This is an optimization exercise on Yosys and OpenROAD, whose aim is small area, a short achievable clock period and few clock cycles per item, not a production implementation.
At most, simulation tests tie the RTL to the original design; equivalence was not proved.

==> violet: inputs <==
// bcmseq
module bcmseq #(
    parameter [15:0] BASE_LOOP_TICKS = 16'd8,
    parameter [15:0] CALL_OVERHEAD   = 16'd2,
    parameter [15:0] FIRST_INTERVAL  = 16'd100
) (
    input  wire        clk,
    input  wire        rst,
    input  wire        cmd_valid,
    input  wire [51:0] cmd,
    output reg         cmd_ready,
    output reg         rsp_valid,
    output wire [7:0]  rsp,
    input  wire [1:0]  rot,
    output reg         hm_en,
    output reg         hm_we,
    output reg  [10:0] hm_addr,
    output wire [7:0]  hm_wdata,
    input  wire [7:0]  hm_rdata,
    output reg         sm_en,
    output reg  [10:0] sm_addr,
    input  wire [7:0]  sm_rdata,
    output reg         tmr_load,
    output wire [15:0] tmr_period,
    output reg         tmr_stop,
    input  wire        tmr_expire,
    output reg         p_blank,
    output reg         p_lat,
    output reg         p_clk,
    output reg  [3:0]  p_addr,
    output reg  [5:0]  p_data
);
    localparam [3:0] OP_BEGIN    = 4'h1,
                     OP_STOP     = 4'h2,
                     OP_SETPIXEL = 4'h3,
                     OP_SWAPREQ  = 4'h4,
                     OP_RDSTAT   = 4'h5,
                     OP_COPYFWD  = 4'h6,
                     OP_BUFRD    = 4'h7,
                     OP_BUFWR    = 4'h8;
    localparam [15:0] BC2  = BASE_LOOP_TICKS + {CALL_OVERHEAD[14:0], 1'b0};
    localparam [15:0] DUR0 = BC2 - CALL_OVERHEAD;
    localparam [15:0] DUR1 = {BC2[14:0], 1'b0} - CALL_OVERHEAD;
    localparam [15:0] DUR2 = {BC2[13:0], 2'b0} - CALL_OVERHEAD;
    localparam [15:0] DUR3 = {BC2[12:0], 3'b0} - CALL_OVERHEAD;
  ...
clock: 6.0 ns
lec_check: 0
abc_area: 1
cap_margin: 20
core_margin: 2
core_utilization: 40
cts_buf_list: sky130_fd_sc_hd__clkbuf_8
cts_cluster_size: 20
setup_slack_margin: 3.8
slew_margin: 20
buffer_ports_args: -buffer_cell sky130_fd_sc_hd__buf_1
standard.sh (not shown) runs the stock make flow with config.mk's settings and CLKGATE_MAP_FILE= SYNTH_SCRIPT=/design/flow/synth_recipe.tcl, a recipe that flattens the netlist after the stock synthesis.
==> flow/flow/run.sh <==
#!/bin/bash
# Standard layout, with the port buffers that buffer_ports inserts made
# sky130_fd_sc_hd__buf_1 (the resizer may still size them up) instead of the
# delay cell it picks by default. Every port still gets its own buffer.
set -euo pipefail
echo 'export BUFFER_PORTS_ARGS = -buffer_cell sky130_fd_sc_hd__buf_1' >> config.mk
bash standard.sh > standard_flow.log 2>&1
==> pepper (differences from violet) <==
--- a/flow/design.v
+++ b/flow/design.v
@@ -40,48 +40,52 @@
     localparam [15:0] BC2  = BASE_LOOP_TICKS + {CALL_OVERHEAD[14:0], 1'b0};
     localparam [15:0] DUR0 = BC2 - CALL_OVERHEAD;
     localparam [15:0] DUR1 = {BC2[14:0], 1'b0} - CALL_OVERHEAD;
     localparam [15:0] DUR2 = {BC2[13:0], 2'b0} - CALL_OVERHEAD;
     localparam [15:0] DUR3 = {BC2[12:0], 3'b0} - CALL_OVERHEAD;
     function [4:0] band_hi(input [2:0] r, input [1:0] b);
         begin
             case ({r, b})
-                5'b000_00: band_hi = 5'd0;   5'b000_01: band_hi = 5'd1;   5'b000_10: band_hi = 5'd2;   5'b000_11: band_hi = 5'd3;
-                5'b001_00: band_hi = 5'd3;   5'b001_01: band_hi = 5'd4;   5'b001_10: band_hi = 5'd5;   5'b001_11: band_hi = 5'd6;
-                5'b010_00: band_hi = 5'd6;   5'b010_01: band_hi = 5'd7;   5'b010_10: band_hi = 5'd8;   5'b010_11: band_hi = 5'd9;
-                5'b011_00: band_hi = 5'd9;   5'b011_01: band_hi = 5'd10;  5'b011_10: band_hi = 5'd11;  5'b011_11: band_hi = 5'd12;
-                5'b100_00: band_hi = 5'd12;  5'b100_01: band_hi = 5'd13;  5'b100_10: band_hi = 5'd14;  5'b100_11: band_hi = 5'd15;
-                5'b101_00: band_hi = 5'd15;  5'b101_01: band_hi = 5'd16;  5'b101_10: band_hi = 5'd17;  5'b101_11: band_hi = 5'd18;
-                5'b110_00: band_hi = 5'd18;  5'b110_01: band_hi = 5'd19;  5'b110_10: band_hi = 5'd20;  5'b110_11: band_hi = 5'd21;
-                5'b111_00: band_hi = 5'd21;  5'b111_01: band_hi = 5'd22;  5'b111_10: band_hi = 5'd23;  default:   band_hi = 5'd0;
+                5'b000_00: band_hi = 5'd0;   5'b000_01: band_hi = 5'd1;   5'b000_10: band_hi = 5'd2;
+                5'b001_00: band_hi = 5'd3;   5'b001_01: band_hi = 5'd4;   5'b001_10: band_hi = 5'd5;
+                5'b010_00: band_hi = 5'd6;   5'b010_01: band_hi = 5'd7;   5'b010_10: band_hi = 5'd8;
+                5'b011_00: band_hi = 5'd9;   5'b011_01: band_hi = 5'd10;  5'b011_10: band_hi = 5'd11;
+                5'b100_00: band_hi = 5'd12;  5'b100_01: band_hi = 5'd13;  5'b100_10: band_hi = 5'd14;
+                5'b101_00: band_hi = 5'd15;  5'b101_01: band_hi = 5'd16;  5'b101_10: band_hi = 5'd17;
+                5'b110_00: band_hi = 5'd18;  5'b110_01: band_hi = 5'd19;  5'b110_10: band_hi = 5'd20;
+                5'b111_00: band_hi = 5'd21;  5'b111_01: band_hi = 5'd22;  5'b111_10: band_hi = 5'd23;
+                default:   band_hi = 5'd0;
             endcase
         end
     endfunction
     reg        active;
     reg        pending;      
     reg        swapreq;
     reg        back;         
     reg [1:0]  plane;        
     reg [2:0]  row;
+    reg        h_idle;
     reg        st_pa, st_fill, st_rd, st_cp, st_wr, st_stop;
-    reg        bot;          
+    reg [4:0]  px_x;         
+    reg [3:0]  px_y;         
     reg        is_px, is_cp;
     reg [1:0]  k;            
     reg [2:0]  p1, p2, p3;   
     reg        r0, g0, b0;   
     reg [7:0]  d;            
     reg [10:0] ha;           
     reg        run;          
     reg        go;           
     reg        sh;           
     reg        fz;           
     reg        bor;          
     reg        f0;           
     reg        p0;           
+    reg        ok;           
     reg [1:0]  t32;          
     reg [6:2]  tp;           
     wire        accept = cmd_valid & cmd_ready;
     wire [3:0]  op     = cmd[51:48];
     wire [15:0] cx     = cmd[47:32];
     wire [15:0] cy     = cmd[31:16];
     wire [15:0] cc     = cmd[15:0];
     wire op_begin = (op == OP_BEGIN);
@@ -92,36 +96,40 @@
     wire op_copy  = (op == OP_COPYFWD);
     wire op_bufrd = (op == OP_BUFRD);
     wire op_bufwr = (op == OP_BUFWR);
     wire in_range = rot[0] ? (~|cx[15:4] & ~|cy[15:5])
                            : (~|cx[15:5] & ~|cy[15:4]);
     reg [4:0] rx;
     reg [3:0] ry;
     always @(*) begin
-        rx = (rot[0] ? cy[4:0] : cx[4:0]) ^ {5{rot[1] ^ rot[0]}};
-        ry = (rot[0] ? cx[3:0] : cy[3:0]) ^ {4{rot[1]}};
+        case (rot)
+            2'd0:    begin rx = cx[4:0];  ry = cy[3:0];  end
+            2'd1:    begin rx = ~cy[4:0]; ry = cx[3:0];  end
+            2'd2:    begin rx = ~cx[4:0]; ry = ~cy[3:0]; end
+            default: begin rx = cy[4:0];  ry = ~cx[3:0]; end
+        endcase
     end
     wire [9:0] off      = ha[9:0];
     wire       off_last = (off == 10'd767);
     wire       cy5 = is_px | (&off[4:0]);
     wire [9:0] cy_off = {cy5 & (&off[8:5]), cy5 & (&off[7:5]), cy5 & (&off[6:5]), cy5 & off[5], cy5,
                          ~is_px & (&off[3:0]), ~is_px & (&off[2:0]), ~is_px & (&off[1:0]),
                          ~is_px & off[0], ~is_px};
     wire [9:0] off_inc = off ^ cy_off;
     reg [7:0] mg;
     always @(*) begin
         mg = hm_rdata;
         if (is_px) begin
             case (k)
-                2'd0: if (!bot) mg[4:2] = p1;
+                2'd0: if (!px_y[3]) mg[4:2] = p1;
                       else begin mg[7:5] = p1; mg[1:0] = {b0, g0}; end
-                2'd1: if (!bot) begin mg[4:2] = p2; mg[0] = b0; end
+                2'd1: if (!px_y[3]) begin mg[4:2] = p2; mg[0] = b0; end
                       else begin mg[7:5] = p2; mg[1] = r0; end
-                default: if (!bot) begin mg[4:2] = p3; mg[1:0] = {g0, r0}; end
+                default: if (!px_y[3]) begin mg[4:2] = p3; mg[1:0] = {g0, r0}; end
                       else mg[7:5] = p3;
             endcase
         end
     end
     assign hm_wdata = d;
     assign rsp      = d;
     wire go_fill   = st_fill & ~bor;
     wire go_rd     = st_rd & ~bor;
@@ -140,38 +148,40 @@
         n_pa   = 1'b0;
         n_fill = st_fill & ~fill_done;
         n_stop = st_stop & run;
         n_rd   = (st_rd & bor) | (go_wr & ~wr_done) | st_pa;
         n_cp   = go_rd;
         n_wr   = (st_wr & bor) | (st_cp & (is_px | is_cp));
         n_busy = n_fill | n_rd | n_cp | n_wr | n_stop;
         if (accept) begin
-            n_pa   = op_px & in_range;      
+            n_pa   = op_px;
             n_fill = op_begin;
             n_stop = op_stop;
             n_rd   = op_copy | op_bufrd;
             n_wr   = op_bufwr;
         end
     end
     wire n_idle = ~accept & ~n_busy;
     wire n_fz   = (run & (c == 5'd30) & p0) | (~run & pending & active) |
                   (fz & ~p_lat & ~((dec | ~run) & ~take));
     wire n_run  = take | (run & ~(wrap & ~go));
     reg [10:0] n_ha;
     always @(*) begin
         n_ha = ha;
-        if (cmd_ready) begin
-            n_ha = {back ^ op_copy, op_px ? {2'b0, ry[2:0], rx} : cx[9:0]};
+        if (h_idle) begin
+            n_ha = {back ^ op_copy, cx[9:0]};
         end else if (st_pa) begin
-            n_ha[9:5] = band_hi(ha[7:5], 2'd0);
+            n_ha[9:0] = {band_hi(px_y[2:0], 2'd0), px_x};
         end else begin
-            if (go_fill | ((go_rd | go_wr) & is_cp))
+            if ((go_fill & off_last) | ((go_rd | go_wr) & is_cp))
                 n_ha[10] = ~ha[10];
-            if ((go_fill & (ha[10] ^ back)) | go_wr)
+            if (go_fill)
+                n_ha[9:0] = off_last ? 10'd0 : off_inc;
+            else if (go_wr)
                 n_ha[9:0] = off_inc;
         end
     end
     wire       adv   = dpos & go;
     wire       wrap3 = (plane == 2'd3);
     wire       fswap = wrap3 & (&row) & swapreq;
     wire       swap  = adv & fswap;
     wire [1:0] plane_a = {plane[1] ^ plane[0], ~plane[0]};
@@ -192,88 +202,93 @@
     function [1:0] band_of(input [1:0] pl, input nx_p0);
         case (pl)
             2'd0:    band_of = {1'b0, nx_p0};
             2'd1:    band_of = 2'd0;
             2'd2:    band_of = 2'd1;
             default: band_of = 2'd2;
         endcase
     endfunction
-    wire [1:0] sa_band = adv ? plane : band_of(plane, ~p0);
+    wire [5:0] sa_keep = {~back, band_hi(row, band_of(plane, ~p0))};
+    wire [5:0] sa_adv  = {~(back ^ fswap), band_hi(row_a, band_of(plane_a, ~p0))};
     wire [4:0] c_inc   = c ^ {&c[3:0], &c[2:0], &c[1:0], c[0], 1'b1};
     wire [4:0] n_c     = ~run ? 5'd31 : (p0 ? c_inc : c);
     wire n_bor = run & ~p0 & (plane == 2'd0);
     reg [6:2] n_tp;
     always @(*) begin
         if (!active) n_tp = FIRST_INTERVAL[6:2];
         else case (plane)                   
             2'd1:    n_tp = DUR0[6:2];
             2'd2:    n_tp = DUR1[6:2];
             2'd3:    n_tp = DUR2[6:2];
             default: n_tp = DUR3[6:2];
         endcase
     end
-    assign tmr_period = {9'd0, tp, sh, 1'b0};
+    assign tmr_period = {9'd0, tp, active, 1'b0};
     always @(posedge clk) begin
         ha <= n_ha;
-        if (cmd_ready) begin
+        if (h_idle) begin
             d       <= {cc[7:1], cc[0] | (swapreq & op[2])};
             p1      <= {cc[2], cc[8],  cc[13]};
             p2      <= {cc[3], cc[9],  cc[14]};
             p3      <= {cc[4], cc[10], cc[15]};
             r0      <= cc[12];
             g0      <= cc[7];
             b0      <= cc[1];
-            bot     <= ry[3];
+            px_x    <= rx;
+            px_y    <= ry;
             k       <= 2'd0;
+            ok      <= ~op_px | in_range;
             is_px   <= op_px;
             is_cp   <= op_copy;
         end else begin
             if (st_cp)
                 d <= mg;
             if (go_wr)
                 k <= {k[0], ~k[1] & ~k[0]};
         end
         hm_addr <= n_bor ? {~back, band_hi(row, 2'd2), c} : n_ha;
         if (rst) begin
+            h_idle    <= 1'b1;
             st_pa     <= 1'b0;
             st_fill   <= 1'b0;
             st_rd     <= 1'b0;
             st_cp     <= 1'b0;
             st_wr     <= 1'b0;
             st_stop   <= 1'b0;
             bor       <= 1'b0;
             hm_en     <= 1'b0;
             hm_we     <= 1'b0;
             cmd_ready <= 1'b1;
             rsp_valid <= 1'b0;
             tmr_stop  <= 1'b0;
         end else begin
+            h_idle    <= n_idle;
             st_pa     <= n_pa;
             st_fill   <= n_fill;
             st_rd     <= n_rd;
             st_cp     <= n_cp;
             st_wr     <= n_wr;
             st_stop   <= n_stop;
             bor       <= n_bor;
             hm_en     <= n_bor | n_fill | n_rd | n_wr;
-            hm_we     <= ~n_bor & (n_fill | n_wr);
+            hm_we     <= ~n_bor & (n_fill | (n_wr & (h_idle | ok)));
             cmd_ready <= n_idle & ~n_fz;
             rsp_valid <= (accept & op_stat) | (st_cp & ~is_px & ~is_cp);
             tmr_stop  <= st_stop & ~run;
         end
         t32 <= sm_rdata[1:0];
         f0  <= (plane == 2'd0);
         if (!p0)
             p_data <= f0 ? {t32, sm_rdata[1:0], hm_rdata[1:0]} : sm_rdata[7:2];
         p0      <= ~run | ~p0;
         plane   <= n_plane;
         row     <= n_row;
         back    <= n_back;
-        sm_addr <= {~(back ^ swap), band_hi(row, sa_band), n_c};
+        sm_addr <= {adv ? sa_adv : sa_keep, n_c};
         tp      <= n_tp;
         if (!run)
             sh <= 1'b0;
         else if (wrap)
             sh <= 1'b1;
         if (take)
             go <= 1'b1;
         else if (dec)
@@ -290,17 +305,17 @@
             active   <= 1'b0;
             p_blank  <= 1'b1;
             p_lat    <= 1'b0;
             p_clk    <= 1'b0;
             p_addr   <= 4'd0;
             tmr_load <= 1'b0;
         end else begin
             run   <= n_run;
-            sm_en <= 1'b1;           
+            sm_en <= n_run;
             fz    <= n_fz;
             if (fill_done)
                 active <= 1'b1;
             else if (stop_acc)
                 active <= 1'b0;
             if (dec | take)
                 p_blank <= 1'b1;
             else if (p_lat)
Settings changed: ABC_AREA 1 to not set, CTS_BUF_LIST sky130_fd_sc_hd__clkbuf_8 to not set, CTS_CLUSTER_SIZE 20 to not set, SETUP_SLACK_MARGIN 3.8 to 3.5.
==> comparison <==
pepper went through all stages and came out clean. violet passed the timing, design-rule and antenna checks.
Against violet, the core utilization of pepper is higher by 0.98 points.
In violet the worst hold slack is lower than in pepper, by 16 ps.
In pepper the via count is smaller than in violet, by 8.1%.
Against violet, the final area of pepper is larger by about 7%.
In violet the area after synthesis is lower than in pepper, by 5.0%.
In pepper the maximum frequency is smaller than in violet, by 6.6%.
Between pepper and violet, the lower sequential share of layout area is in violet (gap 1.2 points).
In pepper the synthesized cell count is smaller than in violet, by about 16%.
Testbench counts of pepper, summed over its fixed seeds: cycles 49,192, ticks 768.
For violet, only the layout was checked, not whether the RTL still works.

[re-timing with driven ports]
Ports are ideal in the flow. The routed layouts listed here were re-timed in OpenROAD.
Step 1 (the two cells are an assumption about what drives the block):
set clk [get_ports {clk}]
set_driving_cell -lib_cell sky130_fd_sc_hd__clkbuf_16 $clk
set_driving_cell -lib_cell sky130_fd_sc_hd__buf_2 [delete_from_list [all_inputs] $clk]
Step 2, shift: input delay + t, output delay - t, t = (earliest + latest rising clock arrival at the registers) / 2. This alone moves slack from input paths to output paths.
a / b / c = no drivers / after step 1 / after step 2; a / b = the first two.
run | t (ns) | setup WS [ns] | hold WS [ns]
violet | 0.410 | 3.811 / 3.774 / 3.493 | 0.466 / 0.466 / 0.466
pepper | 0.456 | 3.656 / 3.610 / 3.444 | 0.482 / 0.482 / 0.482
After both steps every run listed still meets setup and hold. For violet, which loses most, drivers alone change the setup slack by -0.037 ns; drivers and shift together by -0.318 ns.
